Source: an optimization exercise on an open RTL-to-GDS flow (aim: small area). Production flows keep margins and buffers that such runs may drop. In this exercise RTL edits were held to simulation tests only and were not proved equivalent to the original.

==> flow/design.v <==
module tsb_report_engine (
    input  wire       clk,
    input  wire       rst_n,        
    input  wire       fin_valid,
    output wire       fin_ready,
    input  wire [7:0] fin_data,
    input  wire       fin_req,      
    input  wire       fin_err,      
    output wire       out_valid,
    input  wire       out_ready,
    output wire [7:0] out_data,
    output wire       out_last
);
    reg  [159:0] ring;          
    reg  [19:0]  sring;         
    reg  [4:0]   pos;           
    reg  [7:0]   buf_q;         
    reg          full;          
    reg          sending;       
    reg  [2:0]   grp;
    reg  [2:0]   ob;
    reg  [4:0]   tip;
    reg  [2:0]   rec_left;
    reg  [2:0]   dropped;
    reg          rep;           
    reg  [1:0]   rev;
    wire scan_pend = (rev == 2'd1);
    wire scan_act  = (rev == 2'd2);
    wire scan_clr  = (rev == 2'd3);
    reg          carry;
    wire [7:0] head = ring[159:152];
    wire       at0  = (pos == 5'd0);
    wire       at19 = (pos == 5'd19);
    wire sbit    = sring[19] && !scan_clr;
    wire kbit    = scan_act && (pos[4:3] == 2'd0) && (pos[2:0] != 3'd1) && (pos[2:0] != 3'd7);
    wire cin     = carry && !at0;
    wire tn_slot = scan_act && pos[4];
    wire tn_bit  = !pos[1] ? rec_left[{1'b0, pos[0]}] : (pos[0] ? sending : rec_left[2]);
    wire ssum    = tn_slot ? tn_bit : (sbit ^ kbit ^ cin);
    wire scout   = (sbit & kbit) | (sbit & cin) | (kbit & cin);
    wire [7:0] scan_byte = {sring[0], sring[1], sring[2], sring[3],
                            sring[4], sring[5], sring[6], sring[7]};
    wire hdr     = (grp == 3'd7);
    wire in_body = !sending && (grp != 3'd6);
    wire busy    = (rev != 2'd0);
    wire [4:0] target = hdr ? {ob[1] & !ob[0], !ob[1] & ob[0], ob[1] & ob[0], 2'd0}
                            : {grp, ob[1:0]};
    wire match   = (pos == target);
    wire cid_ok  = ~&grp;
    wire is_last = rep ? (grp == 3'd4 && ob == 3'd3) : (grp == 3'd7 && ob == 3'd7);
    assign fin_ready = !sending && !full && !busy;
    assign out_valid = sending && full;
    assign out_data  = buf_q;
    assign out_last  = is_last;
    wire fin_hs   = fin_valid && fin_ready;
    wire out_hs   = out_valid && out_ready;
    wire hdr_hs   = fin_hs && !in_body;                  
    wire id_hs    = fin_hs && in_body && (ob == 3'd7);   
    wire crd_hs   = fin_hs && in_body && !ob[2] && cid_ok;  
    wire skip_hs  = fin_hs && in_body && (ob != 3'd7) && !(!ob[2] && cid_ok);
    wire rec_end  = fin_hs && in_body && (ob == 3'd6);
    wire id_ok    = (fin_data[3:0] < 4'd5);
    wire [3:0] hdr_count = fin_data[3:0];
    wire       hdr_ok    = !fin_err && fin_data[7] && (hdr_count <= 4'd5);
    wire       hdr_cor   = !fin_err && fin_data[7] && (hdr_count > 4'd5);
    wire [2:0] hdr_tn    = hdr_ok ? hdr_count[2:0] : 3'd0;
    wire [1:0] hdr_code  = fin_err ? 2'd3 : !fin_data[7] ? 2'd1 : 2'd2;
    wire frame_end = (hdr_hs && hdr_tn == 3'd0) || (rec_end && rec_left == 3'd1);
    wire wr       = in_body && full && match;
    wire need_ring = hdr ? (ob != 3'd0) : !ob[2];
    wire ld        = sending && !full && !busy && (!need_ring || match);
    wire grp_end   = out_hs && !is_last && (ob == 3'd3);
    reg  [7:0] pkt_byte;
    always @(*) begin
        if (hdr) begin
            case (ob)
            3'd7:    pkt_byte = {2'b00, dropped, rep, scan_byte[1:0] & {2{scan_byte[3]}}};
            3'd0:    pkt_byte = 8'd1;
            3'd3:    pkt_byte = {5'd0, scan_byte[2:0] & {3{!scan_byte[3]}}};
            default: pkt_byte = scan_byte;
            endcase
        end else begin
            case (ob)
            3'd6:    pkt_byte = {5'd0, grp};
            3'd7:    pkt_byte = {7'd0, tip[grp]};
            default: pkt_byte = head;
            endcase
        end
    end
    always @(posedge clk) begin
        ring  <= {ring[151:0], wr ? buf_q : scan_act ? 8'd0 : head};
        sring <= {sring[18:0], ssum};
        carry <= scout;
    end
    always @(posedge clk) begin
        pos[1:0] <= rst_n ? pos[1:0] + 2'd1 : 2'd0;
        if (!rst_n || at19)
            pos[4:2] <= 3'd0;
        else if (pos[1:0] == 2'd3)
            pos[4:2] <= pos[4:2] + 3'd1;
    end
    wire       drop_inc   = id_hs && !id_ok && rep;
    wire [4:0] tip_set    = {5{wr}} & (5'b00001 << grp);
    wire [2:0] rec_borrow = {rec_end & !rec_left[1] & !rec_left[0],
                             rec_end & !rec_left[0], rec_end};
    wire       ob_adv     = skip_hs || wr || out_hs;
    wire [2:0] ob_carry   = {ob_adv & ob[1] & ob[0], ob_adv & ob[0], ob_adv};
    always @(posedge clk) begin
        rec_left <= hdr_hs ? (hdr_ok ? hdr_count[2:0] : {1'b0, hdr_code})
                           : (rec_left ^ rec_borrow);
        tip      <= {5{!hdr_hs}} & (tip | tip_set);
        dropped  <= {3{!hdr_hs}} & (dropped ^ {drop_inc & dropped[1] & dropped[0],
                                               drop_inc & dropped[0], drop_inc});
        ob       <= hdr_hs  ? 3'd7 :
                    id_hs   ? 3'd0 :
                    grp_end ? 3'd6 : (ob ^ ob_carry);
        if (hdr_hs) begin
            rep     <= fin_req && !hdr_cor;
        end
        if (crd_hs)
            buf_q <= fin_data;
        else if (ld)
            buf_q <= pkt_byte;
    end
    always @(posedge clk) begin
        if (!rst_n) begin
            sending   <= 1'b0;
            grp       <= 3'd6;
            full      <= 1'b0;
            rev       <= 2'd3;
        end else begin
            if (hdr_hs)
                rev <= 2'd1;
            else if (at19)
                rev <= scan_pend ? 2'd2 : 2'd0;
            if (hdr_hs || rec_end)
                grp <= 3'd7;
            else if (id_hs)
                grp <= id_ok ? fin_data[2:0] : 3'd7;
            else if (out_hs && is_last)
                grp <= 3'd6;
            else if (grp_end)
                grp <= grp + 3'd1;
            if (frame_end)
                sending <= 1'b1;
            else if (out_hs && is_last)
                sending <= 1'b0;
            if (crd_hs || ld)
                full <= 1'b1;
            else if (wr || out_hs)
                full <= 1'b0;
        end
    end
endmodule
Settings: LEC_CHECK=0, ABC_AREA=1, CAP_MARGIN=20, CORE_MARGIN=2, CORE_UTILIZATION=60, SLEW_MARGIN=20; clock period 10.0 ns.
standard.sh (not shown) runs the stock make flow with config.mk's settings and CLKGATE_MAP_FILE= SYNTH_SCRIPT=/design/flow/synth_recipe.tcl, a recipe that flattens the netlist after the stock synthesis.
==> flow/flow/run.sh <==
#!/bin/bash
# Standard ORFS layout (standard.sh) with these changes:
#   - synthesis: flow/synth.tcl, the standard synthesis with a stronger
#     area-oriented ABC script (flow/abc_area.script);
#   - a buf_1 on each port instead of clkdlybuf4s50_1;
#   - a clock tree of clkbuf_8 leaf buffers for clusters of up to 20
#     registers, without dummy loads.
# The make output goes to flow_make.log; ORFS's per-step logs stay under orfs/logs.
set -euo pipefail
work=$(pwd)
bash standard.sh \
  "OWN_WORK=$work" \
  "OWN_ABC_SCRIPT=$work/flow/abc_area.script" \
  "SYNTH_SCRIPT=$work/flow/synth.tcl" \
  "BUFFER_PORTS_ARGS=-buffer_cell sky130_fd_sc_hd__buf_1" \
  "CTS_ARGS=-sink_clustering_enable -repair_clock_nets -sink_clustering_size 20 -sink_clustering_max_diameter 60 -buf_list sky130_fd_sc_hd__clkbuf_8 -dont_use_dummy_load" \
  finish > flow_make.log 2>&1
==> flow/flow/abc_area.script <==
strash
dc2
&get -n
&deepsyn -T 60
&put
strash
&get -n
&dch -f
&nf -R 1000
&put
strash
&get -n
&dch -f
&nf -R 1000
&put
==> flow/flow/synth.tcl <==
# The standard synthesis (synth_recipe.tcl, sourced unchanged) with two
# changes to its combinational mapping only:
#   - ABC runs flow/abc_area.script instead of ORFS's abc_area.script;
#   - adders are left to ABC instead of being extracted into ha/fa cells.
# Flip-flop mapping, flattening and renaming are the standard ones, so the
# registers keep the standard synthesis's names and cell types.
proc extract_fa {args} { }
proc abc {args} {
  set i [lsearch -exact $args -script]
  if { $i >= 0 } {
    set args [lreplace $args $i [expr {$i + 1}] -script $::env(OWN_ABC_SCRIPT)]
  }
  yosys abc {*}$args
}
source $::env(OWN_WORK)/synth_recipe.tcl
Then changed:
--- a/flow/design.v
+++ b/flow/design.v
@@ -17,14 +17,15 @@
     reg  [7:0]   buf_q;         
     reg          full;          
     reg          sending;       
     reg  [2:0]   grp;
     reg  [2:0]   ob;
     reg  [4:0]   tip;
-    reg  [2:0]   rec_left;
+    reg  [2:0]   rec_left;      
     reg  [2:0]   dropped;
+    reg  [1:0]   outcome;
     reg          rep;           
     reg  [1:0]   rev;
     wire scan_pend = (rev == 2'd1);
     wire scan_act  = (rev == 2'd2);
     wire scan_clr  = (rev == 2'd3);
     reg          carry;
@@ -32,13 +33,13 @@
     wire       at0  = (pos == 5'd0);
     wire       at19 = (pos == 5'd19);
     wire sbit    = sring[19] && !scan_clr;
     wire kbit    = scan_act && (pos[4:3] == 2'd0) && (pos[2:0] != 3'd1) && (pos[2:0] != 3'd7);
     wire cin     = carry && !at0;
     wire tn_slot = scan_act && pos[4];
-    wire tn_bit  = !pos[1] ? rec_left[{1'b0, pos[0]}] : (pos[0] ? sending : rec_left[2]);
+    wire tn_bit  = !pos[1] ? rec_left[{1'b0, pos[0]}] : (!pos[0] && rec_left[2]);
     wire ssum    = tn_slot ? tn_bit : (sbit ^ kbit ^ cin);
     wire scout   = (sbit & kbit) | (sbit & cin) | (kbit & cin);
     wire [7:0] scan_byte = {sring[0], sring[1], sring[2], sring[3],
                             sring[4], sring[5], sring[6], sring[7]};
     wire hdr     = (grp == 3'd7);
     wire in_body = !sending && (grp != 3'd6);
@@ -61,25 +62,24 @@
     wire rec_end  = fin_hs && in_body && (ob == 3'd6);
     wire id_ok    = (fin_data[3:0] < 4'd5);
     wire [3:0] hdr_count = fin_data[3:0];
     wire       hdr_ok    = !fin_err && fin_data[7] && (hdr_count <= 4'd5);
     wire       hdr_cor   = !fin_err && fin_data[7] && (hdr_count > 4'd5);
     wire [2:0] hdr_tn    = hdr_ok ? hdr_count[2:0] : 3'd0;
-    wire [1:0] hdr_code  = fin_err ? 2'd3 : !fin_data[7] ? 2'd1 : 2'd2;
     wire frame_end = (hdr_hs && hdr_tn == 3'd0) || (rec_end && rec_left == 3'd1);
     wire wr       = in_body && full && match;
-    wire need_ring = hdr ? (ob != 3'd0) : !ob[2];
+    wire need_ring = hdr ? (ob[1] | ob[0]) : !ob[2];
     wire ld        = sending && !full && !busy && (!need_ring || match);
     wire grp_end   = out_hs && !is_last && (ob == 3'd3);
     reg  [7:0] pkt_byte;
     always @(*) begin
         if (hdr) begin
             case (ob)
-            3'd7:    pkt_byte = {2'b00, dropped, rep, scan_byte[1:0] & {2{scan_byte[3]}}};
+            3'd7:    pkt_byte = {2'b00, dropped, rep, outcome};
             3'd0:    pkt_byte = 8'd1;
-            3'd3:    pkt_byte = {5'd0, scan_byte[2:0] & {3{!scan_byte[3]}}};
+            3'd3:    pkt_byte = {4'd0, scan_byte[3:0]};
             default: pkt_byte = scan_byte;
             endcase
         end else begin
             case (ob)
             3'd6:    pkt_byte = {5'd0, grp};
             3'd7:    pkt_byte = {7'd0, tip[grp]};
@@ -90,34 +90,33 @@
     always @(posedge clk) begin
         ring  <= {ring[151:0], wr ? buf_q : scan_act ? 8'd0 : head};
         sring <= {sring[18:0], ssum};
         carry <= scout;
     end
     always @(posedge clk) begin
-        pos[1:0] <= rst_n ? pos[1:0] + 2'd1 : 2'd0;
         if (!rst_n || at19)
-            pos[4:2] <= 3'd0;
-        else if (pos[1:0] == 2'd3)
-            pos[4:2] <= pos[4:2] + 3'd1;
+            pos <= 5'd0;
+        else
+            pos <= pos + 5'd1;
     end
     wire       drop_inc   = id_hs && !id_ok && rep;
     wire [4:0] tip_set    = {5{wr}} & (5'b00001 << grp);
     wire [2:0] rec_borrow = {rec_end & !rec_left[1] & !rec_left[0],
                              rec_end & !rec_left[0], rec_end};
     wire       ob_adv     = skip_hs || wr || out_hs;
     wire [2:0] ob_carry   = {ob_adv & ob[1] & ob[0], ob_adv & ob[0], ob_adv};
     always @(posedge clk) begin
-        rec_left <= hdr_hs ? (hdr_ok ? hdr_count[2:0] : {1'b0, hdr_code})
-                           : (rec_left ^ rec_borrow);
+        rec_left <= hdr_hs ? hdr_tn : (rec_left ^ rec_borrow);
         tip      <= {5{!hdr_hs}} & (tip | tip_set);
         dropped  <= {3{!hdr_hs}} & (dropped ^ {drop_inc & dropped[1] & dropped[0],
                                                drop_inc & dropped[0], drop_inc});
         ob       <= hdr_hs  ? 3'd7 :
                     id_hs   ? 3'd0 :
                     grp_end ? 3'd6 : (ob ^ ob_carry);
         if (hdr_hs) begin
+            outcome <= fin_err ? 2'd3 : !fin_data[7] ? 2'd1 : hdr_cor ? 2'd2 : 2'd0;
             rep     <= fin_req && !hdr_cor;
         end
         if (crd_hs)
             buf_q <= fin_data;
         else if (ld)
             buf_q <= pkt_byte;
Effect: Fmax is higher by a few percent. Synthesized area goes up slightly. Design area climbs slightly. Wire length rose by a few percent. Via count goes up by a few percent. Setup slack improves by 170 ps. Flip-flop and latch count climbs by 2. Clock-buffer cell count does not change. Die area rises slightly. Hold slack gets better by 8.4 ps. Non-clock buffer count increases by 1. Synthesized cell count came out higher by a few percent. Utilization rises by 0.52 points. Sequential share of layout area stays flat.

[re-timing with driven ports]
How much do the figures lean on ideal ports? The routed layouts below were timed once more, with nothing changed but the port constraints.
Step 1 assumes that a clkbuf_16 drives the clock port and a buf_2 every other input.
Step 2 moves the port delays by t, midway between the first and last clock arrival at a register: inputs arrive t later, outputs are due t later. That takes back most of the time a late clock gives input paths.
Three values: ideal ports, drivers, drivers and shift; two values: the first two.
run	t (ns)	setup slack, ns	latest minus earliest clock arrival (ns)
the first run	0.494	5.782 / 5.747 / 6.077	0.047 / 0.046
the second run	0.482	5.950 / 5.917 / 6.362	0.058 / 0.058
After both steps every run listed still meets setup and hold.
